What follows belongs to an exercise in optimizing a design on an open flow for small area, a short achievable clock period and few clock cycles; a production flow would make more cautious choices. At most, simulation tests tie the RTL to the original design; equivalence was not proved. The RTL of runs 1 to 3 was laid out without a check of its function. Power and IR drop assume default switching activity.

==> flow/config.mk <==
export PLATFORM = sky130hd
export DESIGN_NAME = cc1_codec
export DESIGN_NICKNAME = cc1_codec
export VERILOG_FILES = /design/flow/design.v
export SDC_FILE = /design/flow/constraint.sdc
export NUM_CORES = 4
export LEC_CHECK = 0
export CAP_MARGIN = 20
export CORE_MARGIN = 2
export CORE_UTILIZATION = 40
export PLACE_DENSITY = 0.6
export SETUP_SLACK_MARGIN = 5
export SLEW_MARGIN = 20
==> flow/constraint.sdc <==
create_clock -name core_clock -period 10.0 [get_ports {clk}]
set_input_delay 2.0000 -clock core_clock [delete_from_list [all_inputs] [get_ports {clk}]]
set_output_delay 2.0000 -clock core_clock [all_outputs]
set_load 0.01 [all_outputs]
==> flow/design.v <==
`timescale 1ns/1ps
module cc1_codec (
    input  wire        clk,
    input  wire        rst,           
    input  wire        cmd_valid,
    input  wire [31:0] cmd,
    output wire        ready,
    input  wire [7:0]  buf_we,
    input  wire [63:0] buf_wdata,
    input  wire [8:0]  arg_we,
    input  wire [71:0] arg_wdata,
    output wire [63:0] buf_q,
    output wire [71:0] arg_q,
    output wire [71:0] out_q,
    output wire [7:0]  res,
    output wire [7:0]  status
);
    localparam [7:0] TYPE_A = 8'h21, TYPE_P = 8'h3F, TYPE_R = 8'h2A;
    reg [7:0] buf_r [0:7];            
    reg [7:0] arg_r [0:8];
    reg [7:0] out0, out1, out2;       
    reg [5:0] out3;                   
    reg       out4, out5, out6;       
    reg [7:0] res_r;
    reg       ill_r;
    reg [7:0] a_hc1, a_hc2;
    reg [7:0] p_hc1, p_hc2;
    reg [6:0] p_rp1;                  
    reg [1:0] p_lc;
    reg [3:0] p_lt;
    reg [1:0] p_lf;
    reg [7:0] r_hc1, r_hc2;
    reg [5:0] r_rh1;                  
    reg [7:0] r_tp1, r_tr1;           
    reg [5:0] r_al;
    reg       r_s, r_w, r_sy;
    assign ready = 1'b1;
    genvar gi;
    generate
        for (gi = 0; gi < 8; gi = gi + 1) begin : g_bufq
            assign buf_q[8*gi +: 8] = buf_r[gi];
        end
        for (gi = 0; gi < 9; gi = gi + 1) begin : g_argq
            assign arg_q[8*gi +: 8] = arg_r[gi];
        end
    endgenerate
    assign out_q  = {8'd0, 8'd0, 7'd0, out6, 7'd0, out5, 7'd0, out4,
                     2'd0, out3, out2, out1, out0};
    assign res    = res_r;
    assign status = {7'd0, ill_r};
    wire [7:0] op     = cmd[7:0];
    wire [7:0] len    = cmd[15:8];
    wire       ck     = cmd[16];
    wire       nb     = cmd[17];
    wire       rsv_ok = (cmd[31:18] == 14'd0);
    wire [3:0] cls    = op[7:4];
    wire [1:0] v      = op[1:0];
    wire       var_ok = (op[3:2] == 2'd0) && (v != 2'd3);
    wire is_crc   = rsv_ok && (op == 8'h01);
    wire is_make  = rsv_ok && (cls == 4'h1) && var_ok;
    wire is_enc   = rsv_ok && (cls == 4'h2) && var_ok;
    wire is_dec   = rsv_ok && (cls == 4'h3) && var_ok;
    wire is_valid = rsv_ok && (cls == 4'h4) && var_ok;
    wire is_gethc = rsv_ok && (cls == 4'h5) && var_ok;
    wire is_getf  = rsv_ok && (cls == 4'h6) && (op[3:2] == 2'd0) && (v != 2'd0) && (v != 2'd3);
    wire is_legal = is_crc | is_make | is_enc | is_dec | is_valid | is_gethc | is_getf;
    wire len7_ok = !nb && (len >= 8'd7);
    wire len8_ok = !nb && (len >= 8'd8);
    wire vA = (v == 2'd0);
    wire vP = (v == 2'd1);
    wire vR = v[1];
    wire [6:0] mk_rp1 = (arg_r[2] > 8'd100) ? 7'd101 : arg_r[2][6:0] + 7'd1;
    wire [1:0] mk_lc  = arg_r[3][1:0];
    wire [3:0] mk_lt  = (arg_r[4] < 8'd1) ? 4'd1 : (arg_r[4] > 8'd15) ? 4'd15 : arg_r[4][3:0];
    wire [1:0] mk_lf  = (arg_r[5] < 8'd1) ? 2'd1 : (arg_r[5] > 8'd3)  ? 2'd3  : arg_r[5][1:0];
    wire [5:0] mk_rh1 = (arg_r[2] > 8'd50)  ? 6'd51  : arg_r[2][5:0] + 6'd1;
    wire [7:0] mk_tp1 = (arg_r[3] > 8'd199) ? 8'd200 : arg_r[3] + 8'd1;
    wire [7:0] mk_tr1 = (arg_r[4] > 8'd199) ? 8'd200 : arg_r[4] + 8'd1;
    wire [5:0] mk_al  = (arg_r[5] < 8'd1) ? 6'd1 : (arg_r[5] > 8'd62) ? 6'd62 : arg_r[5][5:0];
    wire       mk_s   = (arg_r[6] != 8'd0);
    wire       mk_w   = (arg_r[7] != 8'd0);
    wire       mk_sy  = (arg_r[8] != 8'd0);
    wire       mk_valid = (arg_r[0] != 8'hFF) && (arg_r[1] != 8'hFF);
    wire [7:0] pe3 = {1'b0, p_rp1};
    wire [7:0] pe4 = {p_lf, p_lt, p_lc};
    wire [7:0] re3 = {r_w, r_s, r_rh1};
    wire [7:0] re4 = r_tp1;
    wire [7:0] re5 = r_tr1;
    wire [7:0] re6 = {r_sy, r_al, 1'b0};
    reg [7:0] enc_p [0:6];
    always @(*) begin
        case (v)
            2'd0: begin
                enc_p[0] = TYPE_A; enc_p[1] = a_hc1; enc_p[2] = a_hc2;
                enc_p[3] = 8'h01;  enc_p[4] = 8'h01; enc_p[5] = 8'h01; enc_p[6] = 8'h01;
            end
            2'd1: begin
                enc_p[0] = TYPE_P; enc_p[1] = p_hc1; enc_p[2] = p_hc2;
                enc_p[3] = pe3;    enc_p[4] = pe4;   enc_p[5] = 8'h01; enc_p[6] = 8'h01;
            end
            default: begin
                enc_p[0] = TYPE_R; enc_p[1] = r_hc1; enc_p[2] = r_hc2;
                enc_p[3] = re3;    enc_p[4] = re4;   enc_p[5] = re5;   enc_p[6] = re6;
            end
        endcase
    end
    wire [6:0] crc_a, crc_p, crc_r;
    wire ca_t0 = a_hc1[7] ^ a_hc2[1];
    wire ca_t1 = a_hc1[3] ^ ca_t0;
    wire ca_t2 = a_hc2[0] ^ a_hc2[7];
    wire ca_t3 = a_hc2[3] ^ ca_t1;
    wire ca_t4 = a_hc2[2] ^ a_hc2[6];
    wire ca_t5 = a_hc1[7] ^ a_hc2[0];
    wire ca_t6 = a_hc1[6] ^ a_hc2[4];
    wire ca_t7 = a_hc1[4] ^ a_hc2[5];
    wire ca_t8 = a_hc1[2] ^ a_hc1[5];
    wire ca_t9 = a_hc1[0] ^ a_hc1[1];
    wire ca_t10 = ca_t7 ^ ca_t9;
    wire ca_u11 = a_hc1[3] ^ a_hc1[4];
    wire ca_u12 = ca_t4 ^ ca_t5;
    wire ca_u13 = ca_u11 ^ ca_u12;
    assign crc_a[0] = ca_u13;   
    wire ca_u14 = a_hc1[5] ^ ca_t2;
    wire ca_u15 = ca_t4 ^ ca_u14;
    wire ca_u16 = ca_t3 ^ ca_u15;
    assign crc_a[1] = ca_u16;   
    wire ca_u17 = a_hc1[0] ^ a_hc2[6];
    wire ca_u18 = ca_t2 ^ ca_t6;
    wire ca_u19 = ca_u17 ^ ca_u18;
    wire ca_u20 = ca_t3 ^ ca_u19;
    assign crc_a[2] = ca_u20;   
    wire ca_u21 = a_hc2[2] ^ a_hc2[4];
    wire ca_u22 = ca_t0 ^ ca_t2;
    wire ca_u23 = ca_u21 ^ ca_t10;
    wire ca_u24 = ca_u22 ^ ca_u23;
    assign crc_a[3] = ca_u24;   
    wire ca_u25 = ca_t8 ^ ca_t10;
    wire ca_u26 = ca_t3 ^ ca_u25;
    assign crc_a[4] = ~ca_u26;   
    wire ca_u27 = a_hc1[1] ^ ca_t5;
    wire ca_u28 = ca_t6 ^ ca_t8;
    wire ca_u29 = ca_u27 ^ ca_u28;
    assign crc_a[5] = ca_u29;   
    wire ca_u30 = a_hc1[2] ^ a_hc1[6];
    wire ca_u31 = a_hc2[5] ^ ca_u30;
    wire ca_u32 = ca_t1 ^ ca_u31;
    assign crc_a[6] = ~ca_u32;   
    wire cp_t0 = p_hc1[7] ^ pe4[7];
    wire cp_t1 = pe3[0] ^ pe3[1];
    wire cp_t2 = p_hc2[1] ^ pe3[2];
    wire cp_t3 = p_hc1[3] ^ pe4[2];
    wire cp_t4 = cp_t0 ^ p_hc2[0];
    wire cp_t5 = cp_t3 ^ pe4[3];
    wire cp_t6 = cp_t2 ^ pe3[7];
    wire cp_t7 = cp_t1 ^ p_hc2[4];
    wire cp_t8 = cp_t4 ^ p_hc2[7];
    wire cp_t9 = pe4[4] ^ pe4[6];
    wire cp_t10 = pe4[1] ^ pe4[5];
    wire cp_t11 = pe3[5] ^ pe4[0];
    wire cp_t12 = p_hc2[6] ^ pe3[6];
    wire cp_t13 = p_hc2[5] ^ pe3[4];
    wire cp_t14 = p_hc2[2] ^ pe3[3];
    wire cp_t15 = p_hc1[6] ^ p_hc1[7];
    wire cp_t16 = p_hc1[5] ^ p_hc2[3];
    wire cp_t17 = p_hc1[1] ^ p_hc1[4];
    wire cp_t18 = cp_t9 ^ p_hc1[0];
    wire cp_t19 = cp_t15 ^ p_hc1[2];
    wire cp_t20 = cp_t6 ^ cp_t7;
    wire cp_t21 = cp_t13 ^ cp_t5;
    wire cp_t22 = cp_t20 ^ cp_t8;
    wire cp_u23 = p_hc1[4] ^ p_hc2[6];
    wire cp_u24 = pe3[2] ^ pe4[4];
    wire cp_u25 = cp_t11 ^ cp_t14;
    wire cp_u26 = cp_u23 ^ cp_u24;
    wire cp_u27 = cp_t4 ^ cp_t5;
    wire cp_u28 = cp_u25 ^ cp_u26;
    wire cp_u29 = cp_u27 ^ cp_u28;
    assign crc_p[0] = ~cp_u29;   
    wire cp_u30 = p_hc2[2] ^ pe3[0];
    wire cp_u31 = pe3[4] ^ pe3[5];
    wire cp_u32 = cp_t10 ^ cp_t12;
    wire cp_u33 = cp_t16 ^ cp_t2;
    wire cp_u34 = cp_t3 ^ cp_u30;
    wire cp_u35 = cp_u31 ^ cp_u32;
    wire cp_u36 = cp_u33 ^ cp_u34;
    wire cp_u37 = cp_t8 ^ cp_u35;
    wire cp_u38 = cp_u36 ^ cp_u37;
    assign crc_p[1] = ~cp_u38;   
    wire cp_u39 = p_hc1[3] ^ p_hc1[6];
    wire cp_u40 = p_hc2[3] ^ cp_t12;
    wire cp_u41 = cp_u39 ^ cp_t18;
    wire cp_u42 = cp_u40 ^ cp_u41;
    wire cp_u43 = cp_t22 ^ cp_u42;
    assign crc_p[2] = cp_u43;   
    wire cp_u44 = p_hc1[0] ^ p_hc2[5];
    wire cp_u45 = pe4[5] ^ cp_t14;
    wire cp_u46 = cp_t17 ^ cp_u44;
    wire cp_u47 = cp_u45 ^ cp_u46;
    wire cp_u48 = cp_u47 ^ cp_t22;
    assign crc_p[3] = cp_u48;   
    wire cp_u49 = p_hc1[2] ^ p_hc2[1];
    wire cp_u50 = cp_t0 ^ cp_t1;
    wire cp_u51 = cp_t11 ^ cp_t16;
    wire cp_u52 = cp_t17 ^ cp_u49;
    wire cp_u53 = cp_t18 ^ cp_u50;
    wire cp_u54 = cp_u51 ^ cp_u52;
    wire cp_u55 = cp_t21 ^ cp_u53;
    wire cp_u56 = cp_u54 ^ cp_u55;
    assign crc_p[4] = ~cp_u56;   
    wire cp_u57 = p_hc1[1] ^ p_hc1[5];
    wire cp_u58 = p_hc2[0] ^ pe3[3];
    wire cp_u59 = pe3[6] ^ pe4[0];
    wire cp_u60 = pe4[2] ^ cp_t10;
    wire cp_u61 = cp_u57 ^ cp_u58;
    wire cp_u62 = cp_u59 ^ cp_t19;
    wire cp_u63 = cp_t7 ^ cp_u60;
    wire cp_u64 = cp_u61 ^ cp_u62;
    wire cp_u65 = cp_u63 ^ cp_u64;
    assign crc_p[5] = cp_u65;   
    wire cp_u66 = pe3[1] ^ pe4[1];
    wire cp_u67 = pe4[6] ^ cp_u66;
    wire cp_u68 = cp_t19 ^ cp_t6;
    wire cp_u69 = cp_u67 ^ cp_t21;
    wire cp_u70 = cp_u68 ^ cp_u69;
    assign crc_p[6] = ~cp_u70;   
    wire cr_t0 = r_hc1[7] ^ re6[5];
    wire cr_t1 = re6[1] ^ re6[2];
    wire cr_t2 = re6[0] ^ re6[4];
    wire cr_t3 = re5[3] ^ re5[6];
    wire cr_t4 = re4[7] ^ re5[5];
    wire cr_t5 = re4[2] ^ re5[2];
    wire cr_t6 = re3[0] ^ re3[1];
    wire cr_t7 = r_hc2[1] ^ re3[2];
    wire cr_t8 = cr_t0 ^ r_hc1[3];
    wire cr_t9 = r_hc2[0] ^ re6[6];
    wire cr_t10 = cr_t7 ^ re3[7];
    wire cr_t11 = cr_t6 ^ re5[0];
    wire cr_t12 = cr_t5 ^ re6[3];
    wire cr_t13 = cr_t4 ^ re4[4];
    wire cr_t14 = cr_t3 ^ re5[1];
    wire cr_t15 = cr_t2 ^ re4[0];
    wire cr_t16 = cr_t1 ^ re4[5];
    wire cr_t17 = cr_t8 ^ re5[4];
    wire cr_t18 = re4[3] ^ re5[7];
    wire cr_t19 = re3[6] ^ re4[1];
    wire cr_t20 = re3[5] ^ re6[7];
    wire cr_t21 = re3[4] ^ re4[6];
    wire cr_t22 = r_hc2[6] ^ r_hc2[7];
    wire cr_t23 = r_hc2[4] ^ re3[3];
    wire cr_t24 = r_hc1[7] ^ r_hc2[0];
    wire cr_t25 = r_hc1[5] ^ r_hc2[3];
    wire cr_t26 = r_hc1[4] ^ r_hc2[5];
    wire cr_t27 = r_hc1[2] ^ r_hc1[6];
    wire cr_t28 = r_hc1[0] ^ r_hc1[1];
    wire cr_t29 = cr_t9 ^ r_hc2[2];
    wire cr_t30 = cr_t26 ^ cr_t28;
    wire cr_t31 = cr_t20 ^ cr_t25;
    wire cr_t32 = cr_t19 ^ cr_t24;
    wire cr_t33 = cr_t16 ^ cr_t32;
    wire cr_t34 = cr_t14 ^ cr_t27;
    wire cr_t35 = cr_t13 ^ cr_t15;
    wire cr_t36 = cr_t12 ^ cr_t18;
    wire cr_t37 = cr_t17 ^ cr_t36;
    wire cr_u38 = r_hc1[4] ^ r_hc2[6];
    wire cr_u39 = re3[2] ^ re3[3];
    wire cr_u40 = re3[5] ^ re5[3];
    wire cr_u41 = re6[2] ^ cr_u38;
    wire cr_u42 = cr_u39 ^ cr_u40;
    wire cr_u43 = cr_t29 ^ cr_u41;
    wire cr_u44 = cr_u42 ^ cr_t35;
    wire cr_u45 = cr_u43 ^ cr_t37;
    wire cr_u46 = cr_u44 ^ cr_u45;
    assign crc_r[0] = ~cr_u46;   
    wire cr_u47 = r_hc1[3] ^ r_hc2[2];
    wire cr_u48 = re3[0] ^ re3[4];
    wire cr_u49 = re4[7] ^ re5[6];
    wire cr_u50 = re5[7] ^ re6[0];
    wire cr_u51 = cr_t22 ^ cr_t5;
    wire cr_u52 = cr_t7 ^ cr_u47;
    wire cr_u53 = cr_u48 ^ cr_u49;
    wire cr_u54 = cr_u50 ^ cr_t31;
    wire cr_u55 = cr_u51 ^ cr_u52;
    wire cr_u56 = cr_u53 ^ cr_t33;
    wire cr_u57 = cr_u54 ^ cr_u55;
    wire cr_u58 = cr_u56 ^ cr_u57;
    assign crc_r[1] = cr_u58;   
    wire cr_u59 = r_hc1[0] ^ r_hc1[6];
    wire cr_u60 = r_hc2[3] ^ r_hc2[4];
    wire cr_u61 = re3[6] ^ re4[6];
    wire cr_u62 = re5[2] ^ re6[1];
    wire cr_u63 = cr_t2 ^ cr_t22;
    wire cr_u64 = cr_t9 ^ cr_u59;
    wire cr_u65 = cr_u60 ^ cr_u61;
    wire cr_u66 = cr_u62 ^ cr_t10;
    wire cr_u67 = cr_t11 ^ cr_t13;
    wire cr_u68 = cr_u63 ^ cr_u64;
    wire cr_u69 = cr_u65 ^ cr_t17;
    wire cr_u70 = cr_u66 ^ cr_u67;
    wire cr_u71 = cr_u68 ^ cr_u69;
    wire cr_u72 = cr_u70 ^ cr_u71;
    assign crc_r[2] = ~cr_u72;   
    wire cr_u73 = r_hc2[7] ^ re6[7];
    wire cr_u74 = cr_t0 ^ cr_t23;
    wire cr_u75 = cr_t4 ^ cr_t6;
    wire cr_u76 = cr_u73 ^ cr_t10;
    wire cr_u77 = cr_t14 ^ cr_t16;
    wire cr_u78 = cr_t29 ^ cr_t30;
    wire cr_u79 = cr_u74 ^ cr_u75;
    wire cr_u80 = cr_u76 ^ cr_u77;
    wire cr_u81 = cr_u78 ^ cr_u79;
    wire cr_u82 = cr_u80 ^ cr_u81;
    assign crc_r[3] = ~cr_u82;   
    wire cr_u83 = r_hc1[2] ^ r_hc2[1];
    wire cr_u84 = re4[2] ^ re4[3];
    wire cr_u85 = cr_t21 ^ cr_t3;
    wire cr_u86 = cr_u83 ^ cr_u84;
    wire cr_u87 = cr_t11 ^ cr_t30;
    wire cr_u88 = cr_t31 ^ cr_t8;
    wire cr_u89 = cr_u85 ^ cr_u86;
    wire cr_u90 = cr_t35 ^ cr_u87;
    wire cr_u91 = cr_u88 ^ cr_u89;
    wire cr_u92 = cr_u90 ^ cr_u91;
    assign crc_r[4] = cr_u92;   
    wire cr_u93 = r_hc1[1] ^ r_hc1[5];
    wire cr_u94 = re5[5] ^ cr_t23;
    wire cr_u95 = cr_u93 ^ cr_t11;
    wire cr_u96 = cr_t12 ^ cr_t15;
    wire cr_u97 = cr_u94 ^ cr_t33;
    wire cr_u98 = cr_t34 ^ cr_u95;
    wire cr_u99 = cr_u96 ^ cr_u97;
    wire cr_u100 = cr_u98 ^ cr_u99;
    assign crc_r[5] = cr_u100;   
    wire cr_u101 = r_hc2[5] ^ re3[1];
    wire cr_u102 = re4[1] ^ re6[4];
    wire cr_u103 = cr_t1 ^ cr_t21;
    wire cr_u104 = cr_u101 ^ cr_u102;
    wire cr_u105 = cr_t10 ^ cr_u103;
    wire cr_u106 = cr_u104 ^ cr_t34;
    wire cr_u107 = cr_u105 ^ cr_t37;
    wire cr_u108 = cr_u106 ^ cr_u107;
    assign crc_r[6] = cr_u108;   
    wire [7:0] crcv_a = (crc_a == 7'd0) ? 8'h80 : {1'b0, crc_a};
    wire [7:0] crcv_p = (crc_p == 7'd0) ? 8'h80 : {1'b0, crc_p};
    wire [7:0] crcv_r = (crc_r == 7'd0) ? 8'h80 : {1'b0, crc_r};
    wire [7:0] enc_crc = vA ? crcv_a : vP ? crcv_p : crcv_r;
    wire [7:0] cb0 = buf_r[0], cb1 = buf_r[1], cb2 = buf_r[2], cb3 = buf_r[3];
    wire [7:0] cb4 = buf_r[4], cb5 = buf_r[5], cb6 = buf_r[6];
    wire [6:0] crc_b;
    wire cb_t0 = cb0[6] ^ cb1[7];
    wire cb_t1 = cb0[2] ^ cb1[3];
    wire cb_t2 = cb_t0 ^ cb_t1;
    wire cb_t3 = cb6[4] ^ cb6[5];
    wire cb_t4 = cb6[1] ^ cb6[2];
    wire cb_t5 = cb5[5] ^ cb6[0];
    wire cb_t6 = cb5[3] ^ cb5[6];
    wire cb_t7 = cb4[2] ^ cb5[2];
    wire cb_t8 = cb3[2] ^ cb4[7];
    wire cb_t9 = cb3[0] ^ cb3[1];
    wire cb_t10 = cb2[0] ^ cb_t8;
    wire cb_t11 = cb_t2 ^ cb_t3;
    wire cb_t12 = cb2[1] ^ cb6[7];
    wire cb_t13 = cb0[5] ^ cb1[6];
    wire cb_t14 = cb0[4] ^ cb1[5];
    wire cb_t15 = cb0[3] ^ cb1[4];
    wire cb_t16 = cb0[1] ^ cb1[2];
    wire cb_t17 = cb0[0] ^ cb1[1];
    wire cb_t18 = cb_t6 ^ cb_t9;
    wire cb_t19 = cb_t4 ^ cb_t7;
    wire cb_t20 = cb5[0] ^ cb_t5;
    wire cb_t21 = cb_t17 ^ cb_t18;
    wire cb_t22 = cb6[6] ^ cb_t10;
    wire cb_t23 = cb4[1] ^ cb_t19;
    wire cb_t24 = cb5[4] ^ cb_t11;
    wire cb_t25 = cb5[7] ^ cb6[3];
    wire cb_t26 = cb4[5] ^ cb5[1];
    wire cb_t27 = cb4[4] ^ cb4[6];
    wire cb_t28 = cb4[0] ^ cb4[3];
    wire cb_t29 = cb3[4] ^ cb3[5];
    wire cb_t30 = cb2[7] ^ cb3[7];
    wire cb_t31 = cb2[6] ^ cb3[6];
    wire cb_t32 = cb2[4] ^ cb3[3];
    wire cb_t33 = cb1[0] ^ cb2[5];
    wire cb_t34 = cb_t26 ^ cb_t32;
    wire cb_t35 = cb_t15 ^ cb_t33;
    wire cb_t36 = cb_t14 ^ cb_t29;
    wire cb_t37 = cb_t13 ^ cb_t16;
    wire cb_t38 = cb2[3] ^ cb_t31;
    wire cb_t39 = cb2[2] ^ cb_t12;
    wire cb_t40 = cb_t20 ^ cb_t27;
    wire cb_t41 = cb_t0 ^ cb_t34;
    wire cb_t42 = cb_t23 ^ cb_t37;
    wire cb_t43 = cb_t22 ^ cb_t30;
    wire cb_t44 = cb_t21 ^ cb_t41;
    wire cb_t45 = cb_t24 ^ cb_t25;
    wire cb_u46 = cb2[2] ^ cb2[6];
    wire cb_u47 = cb3[3] ^ cb3[5];
    wire cb_u48 = cb4[4] ^ cb5[3];
    wire cb_u49 = cb6[2] ^ cb_t15;
    wire cb_u50 = cb_t28 ^ cb_t5;
    wire cb_u51 = cb_t7 ^ cb_u46;
    wire cb_u52 = cb_u47 ^ cb_u48;
    wire cb_u53 = cb_u49 ^ cb_u50;
    wire cb_u54 = cb_u51 ^ cb_u52;
    wire cb_u55 = cb_t22 ^ cb_u53;
    wire cb_u56 = cb_u54 ^ cb_u55;
    wire cb_u57 = cb_t45 ^ cb_u56;
    assign crc_b[0] = cb_u57;   
    wire cb_u58 = cb2[7] ^ cb3[0];
    wire cb_u59 = cb4[5] ^ cb5[6];
    wire cb_u60 = cb5[7] ^ cb6[0];
    wire cb_u61 = cb_u58 ^ cb_u59;
    wire cb_u62 = cb_u60 ^ cb_t10;
    wire cb_u63 = cb_t2 ^ cb_t36;
    wire cb_u64 = cb_t38 ^ cb_t39;
    wire cb_u65 = cb_u61 ^ cb_t23;
    wire cb_u66 = cb_u62 ^ cb_u63;
    wire cb_u67 = cb_u64 ^ cb_u65;
    wire cb_u68 = cb_u66 ^ cb_u67;
    assign crc_b[1] = cb_u68;   
    wire cb_u69 = cb1[0] ^ cb2[1];
    wire cb_u70 = cb2[4] ^ cb5[2];
    wire cb_u71 = cb6[1] ^ cb_t13;
    wire cb_u72 = cb_t9 ^ cb_u69;
    wire cb_u73 = cb_u70 ^ cb_t38;
    wire cb_u74 = cb_u71 ^ cb_u72;
    wire cb_u75 = cb_t40 ^ cb_u73;
    wire cb_u76 = cb_u74 ^ cb_t24;
    wire cb_u77 = cb_t43 ^ cb_u75;
    wire cb_u78 = cb_u76 ^ cb_u77;
    assign crc_b[2] = cb_u78;   
    wire cb_u79 = cb5[5] ^ cb6[5];
    wire cb_u80 = cb_t4 ^ cb_u79;
    wire cb_u81 = cb_t35 ^ cb_t39;
    wire cb_u82 = cb_u80 ^ cb_u81;
    wire cb_u83 = cb_t43 ^ cb_t44;
    wire cb_u84 = cb_u82 ^ cb_u83;
    assign crc_b[3] = cb_u84;   
    wire cb_u85 = cb2[3] ^ cb4[2];
    wire cb_u86 = cb4[7] ^ cb_t12;
    wire cb_u87 = cb_t16 ^ cb_t28;
    wire cb_u88 = cb_u85 ^ cb_t35;
    wire cb_u89 = cb_t36 ^ cb_u86;
    wire cb_u90 = cb_u87 ^ cb_t11;
    wire cb_u91 = cb_t21 ^ cb_t40;
    wire cb_u92 = cb_u88 ^ cb_u89;
    wire cb_u93 = cb_u90 ^ cb_u91;
    wire cb_u94 = cb_u92 ^ cb_u93;
    assign crc_b[4] = cb_u94;   
    wire cb_u95 = cb2[0] ^ cb3[6];
    wire cb_u96 = cb4[0] ^ cb6[3];
    wire cb_u97 = cb6[4] ^ cb_t14;
    wire cb_u98 = cb_u95 ^ cb_u96;
    wire cb_u99 = cb_t20 ^ cb_u97;
    wire cb_u100 = cb_u98 ^ cb_u99;
    wire cb_u101 = cb_t42 ^ cb_t44;
    wire cb_u102 = cb_u100 ^ cb_u101;
    assign crc_b[5] = cb_u102;   
    wire cb_u103 = cb2[1] ^ cb2[5];
    wire cb_u104 = cb3[1] ^ cb3[2];
    wire cb_u105 = cb3[4] ^ cb3[7];
    wire cb_u106 = cb4[3] ^ cb4[6];
    wire cb_u107 = cb5[1] ^ cb_t6;
    wire cb_u108 = cb_u103 ^ cb_u104;
    wire cb_u109 = cb_u105 ^ cb_u106;
    wire cb_u110 = cb_u107 ^ cb_u108;
    wire cb_u111 = cb_u109 ^ cb_u110;
    wire cb_u112 = cb_t42 ^ cb_u111;
    wire cb_u113 = cb_t45 ^ cb_u112;
    assign crc_b[6] = cb_u113;   
    wire [7:0] buf_crc = (crc_b == 7'd0) ? 8'h80 : {1'b0, crc_b};
    wire       crc_ok  = (buf_r[7] == buf_crc);
    wire [5:0] dr_rhs = buf_r[3][5:0];
    wire [5:0] dr_al  = buf_r[6][6:1];
    wire chk_a = (buf_r[0] == TYPE_A) && (buf_r[3] == 8'h01);
    wire chk_p = (buf_r[0] == TYPE_P)
              && (buf_r[3] != 8'h00) && (buf_r[3] <= 8'd101)
              && (buf_r[4][7:6] != 2'd0) && (buf_r[4][5:2] != 4'd0)
              && (buf_r[5] == 8'h01);
    wire chk_r = (buf_r[0] == TYPE_R)
              && (dr_rhs != 6'd0) && (dr_rhs <= 6'd51)
              && (buf_r[4] != 8'h00) && (buf_r[4] <= 8'd200)
              && (buf_r[5] != 8'h00) && (buf_r[5] <= 8'd200)
              && (dr_al != 6'd0) && (dr_al != 6'h3F);
    wire fr_a  = chk_a && crc_ok;
    wire fr_p  = chk_p && crc_ok;
    wire fr_r  = chk_r && crc_ok;
    wire fr_ok = vA ? fr_a : vP ? fr_p : fr_r;
    wire go       = cmd_valid;
    wire enc_ok   = go && is_enc && len7_ok && !(ck && !len8_ok);
    wire dec_go   = go && is_dec;
    wire dec_ok   = dec_go && len8_ok && fr_ok;
    wire make_go  = go && is_make;
    wire wr_a  = (make_go || dec_ok) && vA;
    wire wr_p  = (make_go || dec_ok) && vP;
    wire wr_r  = (make_go || dec_ok) && vR;
    wire hc_a  = (make_go || dec_go) && vA;
    wire hc_p  = (make_go || dec_go) && vP;
    wire hc_r  = (make_go || dec_go) && vR;
    wire [7:0] hc1_n = make_go ? arg_r[0] : dec_ok ? buf_r[1] : 8'hFF;
    wire [7:0] hc2_n = make_go ? arg_r[1] : dec_ok ? buf_r[2] : 8'hFF;
    wire [7:0] sel_hc1 = vA ? a_hc1 : vP ? p_hc1 : r_hc1;
    wire [7:0] sel_hc2 = vA ? a_hc2 : vP ? p_hc2 : r_hc2;
    wire       sel_valid = (sel_hc1 != 8'hFF) && (sel_hc2 != 8'hFF);
    reg [7:0] res_n;
    always @(*) begin
        res_n = 8'h00;
        if (is_crc)
            res_n = (len7_ok && buf_r[0] != 8'h00) ? buf_crc : 8'h00;
        else if (is_make)
            res_n = {7'd0, mk_valid};
        else if (is_enc)
            res_n = !enc_ok ? 8'h00 : ck ? 8'h08 : 8'h07;
        else if (is_dec)
            res_n = dec_ok ? 8'h08 : 8'h00;
        else if (is_valid)
            res_n = {7'd0, sel_valid};
        else if (is_gethc)
            res_n = 8'h02;
        else if (is_getf)
            res_n = vP ? 8'h04 : 8'h07;
    end
    integer i;
    always @(posedge clk) begin
        if (rst) begin
            res_r <= 8'h00;
            ill_r <= 1'b0;
            for (i = 0; i < 9; i = i + 1)
                arg_r[i] <= 8'h00;
            out0 <= 8'h00; out1 <= 8'h00; out2 <= 8'h00; out3 <= 6'd0;
            out4 <= 1'b0;  out5 <= 1'b0;  out6 <= 1'b0;
            a_hc1 <= 8'hFF; a_hc2 <= 8'hFF;
            p_hc1 <= 8'hFF; p_hc2 <= 8'hFF;
            p_rp1 <= 7'd1;  p_lc  <= 2'd0; p_lt <= 4'd1; p_lf <= 2'd1;
            r_hc1 <= 8'hFF; r_hc2 <= 8'hFF;
            r_rh1 <= 6'd1;  r_tp1 <= 8'd1; r_tr1 <= 8'd1; r_al <= 6'd1;
            r_s   <= 1'b0;  r_w   <= 1'b0; r_sy <= 1'b0;
        end else begin
            for (i = 0; i < 9; i = i + 1)
                if (arg_we[i]) arg_r[i] <= arg_wdata[8*i +: 8];
            if (go) begin
                res_r <= res_n;
                if (!is_legal) ill_r <= 1'b1;
            end
            if (hc_a) begin a_hc1 <= hc1_n; a_hc2 <= hc2_n; end
            if (hc_p) begin p_hc1 <= hc1_n; p_hc2 <= hc2_n; end
            if (hc_r) begin r_hc1 <= hc1_n; r_hc2 <= hc2_n; end
            if (wr_p) begin
                p_rp1 <= make_go ? mk_rp1 : buf_r[3][6:0];
                p_lc  <= make_go ? mk_lc  : buf_r[4][1:0];
                p_lt  <= make_go ? mk_lt  : buf_r[4][5:2];
                p_lf  <= make_go ? mk_lf  : buf_r[4][7:6];
            end
            if (wr_r) begin
                r_rh1 <= make_go ? mk_rh1 : dr_rhs;
                r_tp1 <= make_go ? mk_tp1 : buf_r[4];
                r_tr1 <= make_go ? mk_tr1 : buf_r[5];
                r_al  <= make_go ? mk_al  : dr_al;
                r_s   <= make_go ? mk_s   : buf_r[3][6];
                r_w   <= make_go ? mk_w   : buf_r[3][7];
                r_sy  <= make_go ? mk_sy  : buf_r[6][7];
            end
            if (go && is_gethc) begin
                out0 <= sel_hc1;
                out1 <= sel_hc2;
            end
            if (go && is_getf) begin
                if (vP) begin
                    out0 <= {1'b0, p_rp1 - 7'd1};
                    out1 <= {6'd0, p_lc};
                    out2 <= {4'd0, p_lt};
                    out3 <= {4'd0, p_lf};
                end else begin
                    out0 <= {2'd0, r_rh1 - 6'd1};
                    out1 <= r_tp1 - 8'd1;
                    out2 <= r_tr1 - 8'd1;
                    out3 <= r_al;
                    out4 <= r_s;
                    out5 <= r_w;
                    out6 <= r_sy;
                end
            end
        end
    end
    always @(posedge clk) begin
        if (!rst) begin
            for (i = 0; i < 8; i = i + 1)
                if (buf_we[i]) buf_r[i] <= buf_wdata[8*i +: 8];
            if (enc_ok) begin
                for (i = 0; i < 7; i = i + 1)
                    buf_r[i] <= enc_p[i];
                if (ck) buf_r[7] <= enc_crc;
            end
        end
    end
endmodule
==> flow/flow/run.sh <==
#!/bin/bash
# Standard ORFS layout via the standard.sh, with the port buffers made
# from sky130_fd_sc_hd__buf_1 instead of the default choice of cell.
set -euo pipefail
export BUFFER_PORTS_ARGS="-buffer_cell sky130_fd_sc_hd__buf_1"
bash standard.sh > make_finish.log 2>&1
==> flow/standard.sh <==
#!/bin/bash
# synth_recipe.tcl (not shown) runs the flow's synth.tcl, then flattens the netlist and writes it again
# the make line also repeats each setting of config.mk as NAME=value (left out here)
make -C /OpenROAD-flow-scripts/flow DESIGN_CONFIG=/design/flow/config.mk WORK_HOME=/design/flow/orfs CLKGATE_MAP_FILE= SYNTH_SCRIPT=/design/flow/synth_recipe.tcl "${@:-finish}"
==> metrics.md, run 1 <==
| Metric | Value |
|---|---|
| Hold_buf cts | `0` |
| Die area | `44300 um^2` |
| H-tree depth | `2` |
| Max cap viols | `0` |
| Post-Syn Instances | `between 1500 and 2000` |
| Residual DRC | `0` |
| Final GP Congestion | `0.980` |
| Pre-CTS WS | `~4.1 ns` |
| DRT Wirelength | `64900 um` |
| All-Layer GR Usage | `0.285` |
| Comb power frac | `0.210` |
| Layout cell share with drive strength beyond 1 | `0.0445` |
| Post-route minimum period | `4.85 ns` |
| Synth cell types | `67` |
| Sequential Power Share | `0.393` |
| Worst Path Arrival | `5.29 ns` |
| Vias/cell | `5.55` |
| Width of the die | `210 um` |
| # clock sinks | `272` |
| Detailed Place HPWL | `50000 um` |
| Post-synth EDFFs | `64` |
| Worst clock skew | `0.0290 ns` |
| Nets | `2434` |
| Initial antenna violation count | `1` |
| TritonCTS clock tree | `done` |
| Largest delay share family, worst path | `XOR/XNOR gates` |
| Initial Util | `0.406` |
| Number of buffers added on ports | `365` |
| Layout area overhead | `15.8%` |
| Synthesized flop and latch total | `between 200 and 300` |
| Pwr/cell area | `160 nW/um^2` |
| Clock slew seen by the registers of the worst setup and hold paths | `0.06 ns` |
| Clock Tree Buf Depth | `3` |
| First-pass GRT wire length | `roughly 94000 um` |
| Startpoint Class | `flop` |
| Max Slew Vio Count | `0` |
| IO Count | `413` |
| Post-DR wirelength/cell | `between 20 and 25 um` |
| Post-route ant nets | `0` |
| Worst-Skew Late Latency | `0.57 ns` |
| P_leak | `between 7 and 8 nW` |
| Sw Ratio | `0.302` |
| Synth Flop Type | `dfxtp_1` |
| CTS root buf | `clkbuf_16` |
| Core Area | `42000 um^2` |
| Die H | `~210 um` |
| CP cell instances | `inv_1, ha_1, xnor3_1, xnor2_1, xnor3_1, xnor2_1, or4b_1, a211oi_2, xor2_1, buf_6, o31a_4, buf_6, mux2_1` |
| Worst hold slack | `roughly 0.46 ns` |
| CP Max Fanout | `23` |
| TritonCTS buffer count | `34` |
| Largest net degree at the start of global routing | `161` |
| Critical Path RT | `about 10 ns` |
| Vias in the first global route | `14529` |
| CP max stage delay | `0.55 ns` |
| Slowest cell on the critical path | `or4b_1` |
| Filler Cell Count | `between 4000 and 5000` |
| Final Power | `3.15 mW` |
| Worst-Margin Slew | `1.13 ns` |
| # rows | `75` |
| Buf/Inv on CP | `3` |
| Internal Pwr Total | `2.20 mW` |
| Final hold violations | `0` |
| WS Path Type | `flop to flop` |
| Setup tns final | `0 ns` |
| First-iteration detailed-routing DRC count | `approximately 1500` |
| Final instance area | `19800 um^2` |
| Placed inst area | `18600 um^2` |
| Grt ovf | `0` |
| Slew headroom | `0.237` |
| Status | `complete, no violations` |
| Max Clock Freq | `0.206 GHz` |
| Post-Syn Area | `17100 um^2` |
| RSZ-0062 raised after global routing | `false` |
| Net load switching power | `952 uW` |
| Antenna diode count | `0` |
| Period utilisation layout | `0.485` |
| Post-synth ARST share | `0` |
| Final WS setup | `approximately 5 ns` |
| Post-synthesis sequential area ratio | `0.357` |
| Synth Area per Inst | `slightly below 9 um^2` |
| Final setup violating endpoints | `0` |
| First-pass DRT Iterations | `5` |
| Yosys warns | `4` |
| Worst Setup End Kind | `flop` |
| Hold Crit Class | `flop to flop` |
| Clock network power share | `0.397` |
| Total number of vias | `15484` |
| Peak supply drop | `95.3 uV` |
-- Yosys cell counts (all sizes together), types with 3 or more instances --
cell	instances	area [um^2]
nor2b	31	194
or3	5	31.3
o31a	3	26.3
xnor3	28	632
a22oi	17	128
a211oi	21	163
xor2	62	543
or4	4	30.0
buf	64	458
or2	5	31.3
nand2	195	732
dfxtp	208	4160
nand4	9	56.3
and2	6	37.5
a311oi	4	35.0
nand2b	3	18.8
and3	13	81.3
o31ai	51	383
nor4	18	113
o311ai	7	61.3
ha	20	250
o211ai	12	90.1
o22ai	8	50.1
nand3	50	250
mux2i	110	1100
nor4b	4	35.0
o211a	5	50.1
o2111ai	3	26.3
xnor2	234	2060
a31oi	5	31.3
nor3b	4	30.0
nor2	222	833
edfxtp	64	1920
nor3	55	275
xor3	4	95.1
o21ai	64	320
inv	37	139
clkbuf	115	432
a21oi	111	556
mux2	30	338
-- power groups by stage --
stage,combinational (mW),clock (mW),sequential (mW)
2_1_floorplan,0.470,0,1.24
3_3_place_gp,0.640,0,1.26
3_5_place_dp,0.647,0,1.26
4_1_cts,0.650,1.27,1.24
5_1_grt,0.707,1.32,1.24
6_report,0.662,1.25,1.24
-- flip-flops by register name (all words and copies together), names as in the netlist, 7 cells and up --
signal / count
r_hc2: 8
a_hc2: 8
buf_r: 64
out1: 8
out0: 8
r_tr1: 8
out2: 8
p_hc1: 8
r_hc1: 8
a_hc1: 8
p_hc2: 8
r_tp1: 8
p_rp1: 7
arg_r: 72
res_r: 8
-- worst paths after layout --
kind                                 to   startpoint  slack (ns)  cells past startpoint
worst max-delay path            r_al[1]  buf_r[3][1]        5.15                     13
worst min-delay path            out2[4]      out2[4]        0.46                      2
worst max register to register  r_al[1]  buf_r[3][1]        5.15                     13
worst min register to register  out2[4]      out2[4]        0.46                      2
-- kinds of logic (layout without fill, tap and decap cells) --
group                    count (synthesis)  after routing  synth area share
multiplexers                           140            140            0.0844
flip-flops                             272            272             0.357
XOR/XNOR                               328            328             0.196
adder cells (fa/ha/maj)                 20             20            0.0147
AO/OA/AOI/OAI                          328            328             0.121
buffers and inverters                  216            480            0.0603
AND/OR/NAND/NOR                        634            634             0.167
other                                    2             47          0.000440
-- routing by layer --
metal,part of all wire,track usage,wire [um],up-vias
met4,0.038,0.110,2480,2
met5,0.00017,0,11,-
li1,-,-,-,7185
met3,0.089,0.0477,5750,113
met1,0.44,0.406,28600,7386
met2,0.43,0.432,28100,798
-- what timing repair did --
item                                    CTS  global route
endpoints found under the hold margin     0             0
gates resized for setup                   7             7
buffers inserted                          0             0
endpoints found under the setup margin   29            44
-- worst reg2reg max path: cells and delay by family, from the launching register on --
family                   cells  cell delay, ns
XOR/XNOR                     5            1.68
multiplexers                 1            0.36
adder cells (fa/ha/maj)      1            0.38
flip-flops                   1            0.48
AO/OA/AOI/OAI                2            0.57
buffers and inverters        3            0.70
AND/OR/NAND/NOR              1            0.55
-- layout make-up --
class | instances | area, um^2 | share of cell area
Multi-Input combinational cell | 1497 | 10200 | 0.514
Sequential cell | 272 | 6090 | 0.308
Timing Repair Buffer | 384 | 1560 | 0.0791
Clock buffer | 46 | 916 | 0.0464
Tap cell | 539 | 674 | 0.0341
Clock inverter | 13 | 223 | 0.0113
Inverter | 37 | 139 | 0.00703
-- layout by cell type, fill, tap and decap left out, types with 6 or more instances in the layout --
master     instances
and2_1             6
mux2i_1          110
and3_1            12
inv_1             37
nor2_1           221
clkbuf_16         34
xnor2_1          231
buf_1            362
xor2_1            62
xnor3_1           27
nor2b_1           31
o21ai_0           63
o211ai_1          12
mux2_2             7
nor4_1            18
conb_1            47
mux2_1            23
buf_4             12
a21oi_1          111
o31ai_1           51
nand4_1            9
o22ai_1            8
a22oi_1           17
clkbuf_1          10
ha_1              20
nor3_1            55
dfxtp_1          208
o311ai_0           7
edfxtp_1          64
nand3_1           48
nand2_1          194
a211oi_1          19
-- per-stage QoR --
step,std cells,util
global route,2788,0.470
global placement,2726,0.441
CTS,2787,0.469
finish,2788,0.470
detailed placement,2728,0.441
floorplan,1985,-
==> inputs of run 2 (changes only) <==
==> flow/flow/run.sh (replaced) <==
#!/bin/bash
set -euo pipefail
export BUFFER_PORTS_ARGS="-buffer_cell sky130_fd_sc_hd__buf_1"
if [[ -f flow/margin.txt ]]; then export SETUP_SLACK_MARGIN=$(cat flow/margin.txt); fi
bash standard.sh > make_finish.log 2>&1
==> flow/flow/margin.txt (new file) <==
6.5
--- a/flow/config.mk
+++ b/flow/config.mk
@@ -11,3 +11,2 @@
 export PLACE_DENSITY = 0.6
-export SETUP_SLACK_MARGIN = 5
 export SLEW_MARGIN = 20
==> metrics.md, run 2 <==
| Metric | Value |
|---|---|
| Status | `complete, no violations (unchanged)` |
| Largest net degree at the start of global routing | `178 (was 161)` |
| Max cap viols | `0 (unchanged)` |
| Final GP Congestion | `0.991 (was 0.980)` |
| CP startpoint | `cmd[0] (was buf_r[3][1])` |
| Width of the die | `210 um (unchanged)` |
| Worst Setup End Kind | `flop (unchanged)` |
| Initial Util | `0.406 (unchanged)` |
| Post-route minimum period | `3.95 ns (was 4.85 ns)` |
| Setup tns final | `0 ns (unchanged)` |
| Synthesized flop and latch total | `272 (unchanged)` |
| Largest area contributor in the netlist | `dfxtp_1 (unchanged)` |
| Filler Cell Count | `3801 (was 4204)` |
| Yosys warns | `4 (unchanged)` |
| First-iteration detailed-routing DRC count | `1876 (was 1547)` |
| First-pass GRT wire length | `104000 um (was 93700 um)` |
| Synth cell types | `67 (unchanged)` |
| Post-Syn Area | `17100 um^2 (unchanged)` |
| Buf/Inv on CP | `4 (was 3)` |
| Detailed Place HPWL | `50000 um (about the same)` |
| Core Area | `42000 um^2 (unchanged)` |
| Worst-Skew Late Latency | `0.60 ns (was 0.57 ns)` |
| Peak supply drop | `144 uV (was 95.3 uV)` |
| # clock sinks | `272 (unchanged)` |
| Layout cell share with drive strength beyond 1 | `0.198 (was 0.0445)` |
| Final Util | `0.548 (was 0.470)` |
| Hold Startpoint | `out2[3] (was out2[4])` |
| Post-synth EDFFs | `64 (unchanged)` |
| Max FFs per register | `72 (unchanged)` |
| Pwr/cell area | `142 nW/um^2 (was 160 nW/um^2)` |
| Largest delay share family, worst path | `simple AND/OR/NAND/NOR gates (was XOR/XNOR gates)` |
| Nets | `2601 (was 2434)` |
| Number of buffers added on ports | `365 (unchanged)` |
| H-tree depth | `1 (was 2)` |
| Startpoint Class | `input port (was flop)` |
| Final hold violations | `0 (unchanged)` |
| Post-route ant nets | `0 (unchanged)` |
| CP max stage delay | `0.33 ns (was 0.55 ns)` |
| Grt ovf | `0 (unchanged)` |
| Clock Tree Buf Depth | `3 (unchanged)` |
| Adder-cell share of the synthesized area | `0.0147 (unchanged)` |
| Worst-Margin Slew | `1.08 ns (was 1.13 ns)` |
| Share of the synthesized area in the top cell type | `0.244 (unchanged)` |
| Hold Crit Class | `flop to flop (unchanged)` |
| Final setup violating endpoints | `0 (unchanged)` |
| Initial antenna violation count | `1 (unchanged)` |
| Post-synth top cells | `xnor2_1 (232), nor2_1 (222), dfxtp_1 (208) (unchanged)` |
| Max Slew Vio Count | `0 (unchanged)` |
| Most flop-heavy register | `arg_r (unchanged)` |
| Synth Area per Inst | `8.79 um^2 (unchanged)` |
| Largest family of logic cells by synthesized area | `XOR/XNOR gates (unchanged)` |
| Antenna diode count | `0 (unchanged)` |
| Period utilisation layout | `0.395 (was 0.485)` |
| Simple-Gate Fraction of Synth Area | `0.167 (unchanged)` |
| Mux share of post-synthesis cell area | `0.0844 (unchanged)` |
| DRT Wirelength | `74100 um (was 64900 um)` |
| Worst clock skew | `0.0159 ns (was 0.0290 ns)` |
| Clock slew seen by the registers of the worst setup and hold paths | `0.06 ns (about the same)` |
| Worst r2r src | `buf_r[3][2] (was buf_r[3][1])` |
| Layout area overhead | `35.1% (was 15.8%)` |
| CTS root buf | `clkbuf_16 (unchanged)` |
| Max Clock Freq | `0.253 GHz (was 0.206 GHz)` |
| CP Max Fanout | `29 (was 23)` |
| Residual DRC | `0 (unchanged)` |
| Die area | `44300 um^2 (unchanged)` |
| First-pass DRT Iterations | `6 (was 5)` |
| Vias in the first global route | `15819 (was 14529)` |
| Commonest non-fill, non-tap cell in the layout | `buf_1 (unchanged)` |
| Synth Area in Compound Gates | `0.121 (unchanged)` |
| CP cell instances | `buf_8, buf_12, a211oi_4, nand2_2, buf_4, nor2_1, and3_1, buf_6, nand2_1, o31a_4, mux2_4 (was inv_1, ha_1, xnor3_1, xnor2_1, xnor3_1, xnor2_1, or4b_1, a211oi_2, xor2_1, buf_6, o31a_4, buf_6, mux2_1)` |
| Total number of vias | `16909 (was 15484)` |
| P_leak | `9.24 nW (was 7.76 nW)` |
| Synth area leaders | `dfxtp_1 (24%), xnor2_1 (12%), edfxtp_1 (11%) (unchanged)` |
| Die H | `210 um (unchanged)` |
| RSZ-0062 raised after global routing | `true (was false)` |
| Biggest regs | `arg_r (72), buf_r (64) (unchanged)` |
| Hold_buf cts | `0 (unchanged)` |
| Post-Syn Instances | `1940 (unchanged)` |
| Most frequent cell after synthesis | `xnor2_1 (unchanged)` |
| WS Path Type | `input port to flop (was flop to flop)` |
| Post-DR wirelength/cell | `25.0 um (was 23.3 um)` |
| Post-synth ARST share | `0 (unchanged)` |
| Critical Path RT | `10.48 ns (was 10.44 ns)` |
| Slew headroom | `0.283 (was 0.237)` |
| IO Count | `413 (unchanged)` |
| Most frequent cells in the layout | `buf_1 (354), xnor2_1 (210), dfxtp_1 (208), nor2_1 (197), nand2_1 (177) (was buf_1 (362), xnor2_1 (231), nor2_1 (221), dfxtp_1 (208), nand2_1 (194))` |
| Vias/cell | `5.72 (was 5.55)` |
| TritonCTS buffer count | `31 (was 34)` |
| Worst Path Arrival | `4.43 ns (was 5.29 ns)` |
| Post-Synth XOR/XNOR Area | `0.196 (unchanged)` |
| Synth Flop Type | `dfxtp_1 (unchanged)` |
| All-Layer GR Usage | `0.317 (was 0.285)` |
| # rows | `75 (unchanged)` |
| TritonCTS clock tree | `done (unchanged)` |
| Slowest cell on the critical path | `nand2_1 (was or4b_1)` |
| Post-synthesis sequential area ratio | `0.357 (unchanged)` |
-- run 2: power by group --
part	switching [mW]	internal, mW
Combinational	0.454	0.429
Clock	0.488	0.675
Sequential	0.0555	1.16
-- run 2: final timing paths --
check | to | slack [ns] | depth (start not counted)
max | r_rh1[4] | 6.05 | 11
max reg2reg | r_rh1[4] | 6.07 | 10
min reg2reg | out2[3] | 0.46 | 2
min | out2[3] | 0.46 | 2
-- run 2: through the flow --
| stage | power (mW) | std cells | hold WS, ns | area, um^2 | setup WS, ns |
|---|---|---|---|---|---|
| 6_report | 3.27 | 2957 | 0.461 | 23000 | 6.05 |
| 5_1_grt | 3.38 | 2957 | 0.476 | 23000 | 5.97 |
| 4_1_cts | 3.22 | 2900 | 0.457 | 21900 | 6.07 |
| 3_5_place_dp | 1.91 | 2726 | 0.447 | 19000 | 3.63 |
| 3_3_place_gp | 1.90 | 2725 | 0.440 | 19000 | 3.75 |
| 2_1_floorplan | 1.72 | 1985 | 0.432 | 17900 | 5.82 |
-- run 2: timing repair --
| action | 4_1_cts | 5_1_grt |
|---|---|---|
| endpoints found under the hold margin | 0 | 0 |
| resized for setup | 163 | 147 |
| gates cloned | 17 | 6 |
| setup endpoints to repair | 259 | 220 |
| pin swaps | 68 | 69 |
| setup buffers | 99 | 51 |
-- run 2: tightest hold or removal path: cells and delay by family, from the launching register on --
| family | cells | cell delay [ns] |
|---|---|---|
| flops | 1 | 0.31 |
| simple gates | 1 | 0.05 |
| compound gates | 1 | 0.05 |
-- run 2: metal layers --
metal | wire length [um] | part of all wire | up-vias | global-route usage
met5 | 0 | 0 | - | 0
met4 | 3640 | 0.049 | 0 | 0.120
met3 | 8140 | 0.11 | 175 | 0.0735
met2 | 32600 | 0.44 | 1045 | 0.502
met1 | 29700 | 0.40 | 8131 | 0.421
li1 | - | - | 7558 | -
-- run 2: area by class of cell --
class	count	area (um^2)	area share
Multi-Input combinational cell	1509	11700	0.508
Clock inverter	9	96.3	0.00418
Sequential cell	272	6090	0.264
Tap cell	539	674	0.0293
Inverter	37	141	0.00614
Clock buffer	49	945	0.0410
Timing Repair Buffer	542	3390	0.147
-- run 2: kinds of logic after synthesis --
logic type	after synthesis
XOR/XNOR	328
AND/OR/NAND/NOR	634
flip-flops	272
other	2
buffers and inverters	216
AO/OA/AOI/OAI	328
adder cells (fa/ha/maj)	20
multiplexers	140
==> inputs of run 3 (changes only) <==
--- a/flow/config.mk
+++ b/flow/config.mk
@@ -9,4 +9,4 @@
 export CORE_MARGIN = 2
-export CORE_UTILIZATION = 40
-export PLACE_DENSITY = 0.6
+export CORE_UTILIZATION = 60
+export PLACE_DENSITY = 0.75
 export SLEW_MARGIN = 20
==> metrics.md, run 3 <==
| Metric | Value |
|---|---|
| Slew headroom | `0.476 (was 0.283)` |
| Clock slew seen by the registers of the worst setup and hold paths | `0.07 ns (was 0.06 ns)` |
| Max cap viols | `0 (unchanged)` |
| Commonest non-fill, non-tap cell in the layout | `buf_1 (unchanged)` |
| Hold Crit Class | `flop to flop (unchanged)` |
| Post-route minimum period | `4.20 ns (was 3.95 ns)` |
| # rows | `61 (was 75)` |
| Post-Syn Instances | `1940 (unchanged)` |
| Worst-Skew Late Latency | `0.57 ns (was 0.60 ns)` |
| Pwr/cell area | `143 nW/um^2 (was 142 nW/um^2)` |
| Worst r2r src | `buf_r[3][3] (was buf_r[3][2])` |
| Worst clock skew | `0.0196 ns (was 0.0159 ns)` |
| Most flop-heavy register | `arg_r (unchanged)` |
| R2r setup slk | `5.80 ns (was 6.07 ns)` |
| Layout cell share with drive strength beyond 1 | `0.165 (was 0.198)` |
| Detailed Place HPWL | `47900 um (was 50000 um)` |
| P_leak | `8.92 nW (was 9.24 nW)` |
| DRT Wirelength | `72900 um (was 74100 um)` |
| Worst Setup End Kind | `flop (unchanged)` |
| Startpoint Class | `flop (was input port)` |
| Final instance area | `22100 um^2 (was 23000 um^2)` |
| Largest area contributor in the netlist | `dfxtp_1 (unchanged)` |
| Worst Path Arrival | `4.66 ns (was 4.43 ns)` |
| Synth cell types | `67 (unchanged)` |
| Worst-Margin Slew | `0.784 ns (was 1.08 ns)` |
| CP Max Fanout | `13 (was 29)` |
| IO Count | `413 (unchanged)` |
| H-tree depth | `1 (unchanged)` |
| Post-synthesis sequential area ratio | `0.357 (unchanged)` |
| Synth area leaders | `dfxtp_1 (24%), xnor2_1 (12%), edfxtp_1 (11%) (unchanged)` |
| First-iteration detailed-routing DRC count | `2862 (was 1876)` |
| Die H | `173 um (was 210 um)` |
| Residual DRC | `0 (unchanged)` |
| Core Area | `27900 um^2 (was 42000 um^2)` |
| Max Clock Freq | `0.238 GHz (was 0.253 GHz)` |
| Placed inst area | `18800 um^2 (was 19000 um^2)` |
| Period utilisation layout | `0.420 (was 0.395)` |
| Number of buffers added on ports | `365 (unchanged)` |
| Nets | `2556 (was 2601)` |
| First-pass DRT Iterations | `10 (was 6)` |
| Initial antenna violation count | `1 (unchanged)` |
| Width of the die | `173 um (was 210 um)` |
| Layout area overhead | `29.4% (was 35.1%)` |
| Grt ovf | `0 (unchanged)` |
| Post-synth ARST share | `0 (unchanged)` |
| Hold_buf cts | `0 (unchanged)` |
| Final Util | `0.792 (was 0.548)` |
| Final hold violations | `0 (unchanged)` |
| Peak supply drop | `123 uV (was 144 uV)` |
| TritonCTS clock tree | `done (unchanged)` |
| Synthesized flop and latch total | `272 (unchanged)` |
| Max Slew Vio Count | `0 (unchanged)` |
| Largest net degree at the start of global routing | `100 (was 178)` |
| Vias/cell | `6.39 (was 5.72)` |
| Yosys warns | `4 (unchanged)` |
| Post-synth EDFFs | `64 (unchanged)` |
| Post-route ant nets | `0 (unchanged)` |
| CTS root buf | `clkbuf_16 (unchanged)` |
| Synth Flop Type | `dfxtp_1 (unchanged)` |
| FF-to-FF End | `r_al[1] (was r_rh1[4])` |
| Critical Path RT | `10.46 ns (was 10.48 ns)` |
| Status | `complete, no violations (unchanged)` |
| Slowest cell on the critical path | `or4b_4 (was nand2_1)` |
| R2r worst-path depth | `11 (was 10)` |
| Filler Cell Count | `1933 (was 3801)` |
| Total number of vias | `17579 (was 16909)` |
| All-Layer GR Usage | `0.458 (was 0.317)` |
| Max FFs per register | `72 (unchanged)` |
| Vias in the first global route | `16188 (was 15819)` |
| Final Power | `3.15 mW (was 3.27 mW)` |
| First-pass GRT wire length | `103000 um (was 104000 um)` |
| WS Path Type | `flop to flop (was input port to flop)` |
| Post-Syn Area | `17100 um^2 (unchanged)` |
| Final GP Congestion | `1.03 (was 0.991)` |
| CP max stage delay | `0.57 ns (was 0.33 ns)` |
| CP cell instances | `xnor3_1, xnor3_2, xnor3_2, xor2_1, or4b_4, a211oi_4, xor2_4, buf_12, o31a_4, buf_12, mux2_1 (was buf_8, buf_12, a211oi_4, nand2_2, buf_4, nor2_1, and3_1, buf_6, nand2_1, o31a_4, mux2_4)` |
| Initial Util | `0.612 (was 0.406)` |
| Share of the synthesized area in the top cell type | `0.244 (unchanged)` |
| Setup tns final | `0 ns (unchanged)` |
| CP startpoint | `buf_r[3][3] (was cmd[0])` |
| Crit path capture | `r_al[1] (was r_rh1[4])` |
| TritonCTS buffer count | `28 (was 31)` |
| Post-DR wirelength/cell | `26.5 um (was 25.0 um)` |
| Most frequent cells in the layout | `buf_1 (359), xnor2_1 (218), dfxtp_1 (208), nor2_1 (203), nand2_1 (181) (was buf_1 (354), xnor2_1 (210), dfxtp_1 (208), nor2_1 (197), nand2_1 (177))` |
| Synth Area per Inst | `8.79 um^2 (unchanged)` |
| Final setup violating endpoints | `0 (unchanged)` |
| Clock Tree Buf Depth | `3 (unchanged)` |
| Most frequent cell after synthesis | `xnor2_1 (unchanged)` |
| Die area | `29800 um^2 (was 44300 um^2)` |
| Biggest regs | `arg_r (72), buf_r (64) (unchanged)` |
| RSZ-0062 raised after global routing | `true (unchanged)` |
| Post-synth top cells | `xnor2_1 (232), nor2_1 (222), dfxtp_1 (208) (unchanged)` |
| # clock sinks | `272 (unchanged)` |
==> run 3: changes by cell type in the layout (fill, tap and decap cells not counted), moves of 5 or more <==
cell	change
xnor2_1	+8
o21ai_0	+9
a21oi_2	-5
o21ai_1	-8
nor2_1	+6
buf_8	-11
buf_6	-21
xnor2_2	-8
buf_1	+5
buf_4	-19
a21oi_1	+5
==> run 3: how the worst min path moves through the flow <==
stage	from	end	depth (start not counted)
after floorplan	out4	out4	2
after global routing	out3[5]	out3[5]	2
after detailed placement	out2[6]	out2[6]	2
after CTS	out3[5]	out3[5]	2
final	out2[0]	out2[0]	2
after global placement	out3[3]	out3[3]	2
==> run 3: layer usage <==
| layer | global-route usage | wire length [um] |
|---|---|---|
| met5 | 0 | 0 |
| met2 | 0.673 | 30300 |
| met4 | 0.272 | 5620 |
| met1 | 0.592 | 26000 |
| met3 | 0.143 | 11000 |
==> run 3: repair_timing <==
action,4_1_cts,5_1_grt
pin swaps,38,48
gates resized for setup,119,86
setup buffers,79,28
gates cloned,20,4
endpoints found under the setup margin,265,263
==> run 3: final cells by class <==
class,count,area (um^2),area share
Multi-Input combinational cell,1510,11400,0.518
Clock buffer,39,803,0.0364
Sequential cell,272,6090,0.276
Tap cell,378,473,0.0214
Antenna cell,1,2.50,0.000113
Clock inverter,13,154,0.00697
Timing Repair Buffer,498,2980,0.135
Timing Repair inverter,1,5.00,0.000227
Inverter,37,145,0.00658
==> run 3: logic make-up (layout without fill, tap and decap cells) <==
family / Yosys count / in the layout / share of synthesized area
simple gates: 634 / 644 / 0.167
other cells: 2 / 48 / 0.000440
buf+inv: 216 / 588 / 0.0603
mux: 140 / 140 / 0.0844
fa+ha+maj: 20 / 20 / 0.0147
xor+xnor: 328 / 328 / 0.196
flops: 272 / 272 / 0.357
compound gates: 328 / 331 / 0.121
==> run 3: report_power, final <==
part | leakage (nW) | switching, mW | internal, mW
clock network | 0.459 | 0.468 | 0.618
registers | 2.30 | 0.0647 | 1.16
logic | 6.17 | 0.455 | 0.378
total | 8.92 | 0.988 | 2.16
==> run 3: metrics by stage <==
| step | hold WS (ns) | setup WS, ns | instances |
|---|---|---|---|
| 6_report | 0.461 | 5.80 | 2749 |
| 5_1_grt | 0.475 | 5.76 | 2748 |
| 4_1_cts | 0.461 | 5.91 | 2716 |
| 3_5_place_dp | 0.449 | 4.25 | 2565 |
| 3_3_place_gp | 0.438 | 4.35 | 2565 |
| 2_1_floorplan | 0.432 | 5.82 | 1985 |
==> run 3: critical path, delay by kind of cell (launching register included) <==
family                 cells  cell delay [ns]
flip-flops                 1             0.49
AO/OA/AOI/OAI              2             0.72
multiplexers               1             0.31
buffers and inverters      2             0.35
AND/OR/NAND/NOR            1             0.57
XOR/XNOR                   5             1.62
==> inputs of run 4 (changes only) <==
--- a/flow/design.v
+++ b/flow/design.v
@@ -470,3 +470,4 @@
     wire [7:0] buf_crc = (crc_b == 7'd0) ? 8'h80 : {1'b0, crc_b};
-    wire       crc_ok  = (buf_r[7] == buf_crc);
+    wire       b7_form = buf_r[7][7] ? (buf_r[7][6:0] == 7'd0) : (buf_r[7][6:0] != 7'd0);
+    wire       crc_ok  = b7_form && ((crc_b ^ buf_r[7][6:0]) == 7'd0);
     wire [5:0] dr_rhs = buf_r[3][5:0];
@@ -585,9 +586,7 @@
         if (!rst) begin
-            for (i = 0; i < 8; i = i + 1)
+            for (i = 0; i < 7; i = i + 1)
                 if (buf_we[i]) buf_r[i] <= buf_wdata[8*i +: 8];
-            if (enc_ok) begin
-                for (i = 0; i < 7; i = i + 1)
-                    buf_r[i] <= enc_p[i];
-                if (ck) buf_r[7] <= enc_crc;
-            end
+                else if (enc_ok) buf_r[i] <= enc_p[i];
+            if (buf_we[7]) buf_r[7] <= buf_wdata[63:56];
+            else if (enc_ok && ck) buf_r[7] <= enc_crc;
         end
==> flow/flow/margin.txt (replaced) <==
5.5
--- a/flow/config.mk
+++ b/flow/config.mk
@@ -9,4 +9,4 @@
 export CORE_MARGIN = 2
-export CORE_UTILIZATION = 60
-export PLACE_DENSITY = 0.75
+export CORE_UTILIZATION = 40
+export PLACE_DENSITY = 0.6
 export SLEW_MARGIN = 20
==> metrics.md, run 4 <==
| Metric | Value |
|---|---|
| Synth area leaders | `dfxtp_1 (25%), xnor2_1 (12%), edfxtp_1 (11%) (was dfxtp_1 (24%), xnor2_1 (12%), edfxtp_1 (11%))` |
| Vias in the first global route | `14823 (was 16188)` |
| Share of the synthesized area in the top cell type | `0.248 (was 0.244)` |
| Max Slew Vio Count | `0 (unchanged)` |
| Grt ovf | `0 (unchanged)` |
| Placed inst area | `18200 um^2 (was 18800 um^2)` |
| Final hold violations | `0 (unchanged)` |
| Filler Cell Count | `4179 (was 1933)` |
| First-pass GRT wire length | `92000 um (was 103000 um)` |
| Placed Cells | `2732 (was 2565)` |
| Critical Path RT | `10.49 ns (was 10.46 ns)` |
| Final instance area | `19500 um^2 (was 22100 um^2)` |
| Post-Syn Area | `16800 um^2 (was 17100 um^2)` |
| Post-synth ARST share | `0 (unchanged)` |
| Synthesized flop and latch total | `272 (unchanged)` |
| Setup tns final | `0 ns (unchanged)` |
| Post-synth EDFFs | `64 (unchanged)` |
| First-iteration detailed-routing DRC count | `1429 (was 2862)` |
| Peak supply drop | `140 uV (was 123 uV)` |
| Clock network power share | `0.401 (was 0.345)` |
| Max FFs per register | `72 (unchanged)` |
| Status | `complete, no violations (unchanged)` |
| Post-synthesis sequential area ratio | `0.363 (was 0.357)` |
| Sw Ratio | `0.297 (was 0.314)` |
| Detailed Place HPWL | `48600 um (was 47900 um)` |
| Worst clock skew | `0.0218 ns (was 0.0196 ns)` |
| Multi-input logic area | `9910 um^2 (was 11400 um^2)` |
| Net load switching power | `921 uW (was 988 uW)` |
| Synth cell types | `64 (was 67)` |
| Sequential Power Share | `0.397 (was 0.390)` |
| Biggest regs | `arg_r (72), buf_r (64) (unchanged)` |
| P_leak | `7.19 nW (was 8.92 nW)` |
| RSZ-0062 raised after global routing | `true (unchanged)` |
| Worst-Skew Late Latency | `0.56 ns (was 0.57 ns)` |
| Post-route minimum period | `4.41 ns (was 4.20 ns)` |
| R2r worst-path depth | `12 (was 11)` |
| Die area | `43600 um^2 (was 29800 um^2)` |
| Vias/cell | `5.55 (was 6.39)` |
| Final setup violating endpoints | `0 (unchanged)` |
| Comb power frac | `0.203 (was 0.265)` |
| Core Area | `41700 um^2 (was 27900 um^2)` |
| CTS root buf | `clkbuf_16 (unchanged)` |
| Pwr/cell area | `159 nW/um^2 (was 143 nW/um^2)` |
| Clock Tree Buf Depth | `3 (unchanged)` |
| Max cap viols | `0 (unchanged)` |
| WS Path Type | `input port to flop (was flop to flop)` |
| Final GP Congestion | `0.998 (was 1.03)` |
| Post-route ant nets | `0 (unchanged)` |
| Number of buffers added on ports | `365 (unchanged)` |
| WHS Path Cells | `2 (unchanged)` |
| Layout area overhead | `16.5% (was 29.4%)` |
| R2r setup slk | `5.72 ns (was 5.80 ns)` |
| Post-Syn Instances | `1949 (was 1940)` |
| Largest area contributor in the netlist | `dfxtp_1 (unchanged)` |
| DRT Wirelength | `63100 um (was 72900 um)` |
| Total number of vias | `15541 (was 17579)` |
| All-Layer GR Usage | `0.281 (was 0.458)` |
| Startpoint Class | `input port (was flop)` |
| Worst Path Arrival | `4.90 ns (was 4.66 ns)` |
| First-pass DRT Iterations | `8 (was 10)` |
| Post-DR wirelength/cell | `22.5 um (was 26.5 um)` |
| Register area | `6090 um^2 (unchanged)` |
| IO Count | `413 (unchanged)` |
| CP Max Fanout | `50 (was 13)` |
| Most frequent cells in the layout | `buf_1 (361), nor2_1 (254), xnor2_1 (234), dfxtp_1 (208), nand2_1 (157) (was buf_1 (359), xnor2_1 (218), dfxtp_1 (208), nor2_1 (203), nand2_1 (181))` |
| Initial antenna violation count | `0 (was 1)` |
| # clock sinks | `272 (unchanged)` |
| Clock slew seen by the registers of the worst setup and hold paths | `0.06 ns (was 0.07 ns)` |
| TritonCTS buffer count | `34 (was 28)` |
| Final cell count without fillers | `2802 (was 2749)` |
| H-tree depth | `2 (was 1)` |
## run 4: cell types whose count changed in the layout (fill, tap and decap cells not counted), moves of 21 or more
cell and change:
a21oi_1 +52, buf_4 -70, mux2_4 -22, nand2_1 -24, nand3_1 +21, nor2_1 +51
nor2b_1 -23, o21ai_0 +84, o21ai_1 -26, o31ai_1 -38
## run 4: cells by family after synthesis
family                   after synthesis  synth area share
other                                  2          0.000448
buffers and inverters                215            0.0608
adder cells (fa/ha/maj)               20            0.0149
multiplexers                         109            0.0651
flip-flops                           272             0.363
AO/OA/AOI/OAI                        382             0.135
XOR/XNOR                             333             0.196
AND/OR/NAND/NOR                      616             0.165
## run 4: path summary, 6_finish.rpt
check / startpoint / to
setup / recovery: cmd[1] / p_lt[0]
hold / removal: out6 / out6
hold reg to reg: out6 / out6
setup reg to reg: buf_r[6][2] / p_lt[0]
## run 4: layout make-up
class / count / area share
flip-flops and latches: 272 / 0.312
multi-input cells: 1508 / 0.507
repair buffers: 386 / 0.0819
inverters: 37 / 0.00711
well taps: 539 / 0.0345
clock buffers: 51 / 0.0525
clock inverters: 9 / 0.00506
## run 4: routing by layer
metal / GRT usage / vias to the layer above / share of wire / wire length, um
met5: 0 / - / 0 / 0
met4: 0.127 / 0 / 0.043 / 2720
met3: 0.0546 / 142 / 0.093 / 5870
met2: 0.445 / 848 / 0.45 / 28200
met1: 0.372 / 7323 / 0.42 / 26300
li1: - / 7228 / - / -
## run 4: stage by stage
stage / utilization / setup WS, ns / power, mW / hold WS, ns
2_1_floorplan: - / 5.55 / 1.69 / 0.432
3_3_place_gp: 0.437 / 4.43 / 1.86 / 0.440
3_5_place_dp: 0.437 / 4.28 / 1.86 / 0.447
4_1_cts: 0.466 / 5.51 / 3.11 / 0.456
5_1_grt: 0.469 / 5.49 / 3.22 / 0.469
6_report: 0.469 / 5.59 / 3.10 / 0.451
## run 4: worst max-delay path, cell delays in order
cell	delay, ns
buf_2	0.10
clkbuf_8	0.25
nor2b_4	0.21
buf_12	0.23
nand4_1	0.11
o41a_1	0.42
a211oi_1	0.23
and4_4	0.35
a21oi_4	0.16
buf_4	0.21
or4_1	0.50
nand3_1	0.09
## run 4: timing repair
action,4_1_cts,5_1_grt
pin swaps,2,2
gates cloned,1,0
hold buffers,0,0
endpoints found under the setup margin,104,59
resized for setup,17,10
setup buffers,1,7
## run 4: power by group through the flow
stage               Sequential, mW  Clock, mW  Combinational [mW]
finish                        1.23       1.24               0.628
global route                  1.23       1.31               0.677
CTS                           1.23       1.26               0.620
detailed placement            1.25          0               0.609
global placement              1.25          0               0.610
floorplan                     1.23          0               0.454
Testbench counts of run 4, summed over its fixed seeds: cycles 27,999.

Check on run 4: ideal ports give 5.590 ns setup slack; a clkbuf_16 on the clock port and buf_2 on the inputs give 5.624 ns; moving port delays by the midpoint clock arrival (0.601 ns) as well gives 5.024 ns.
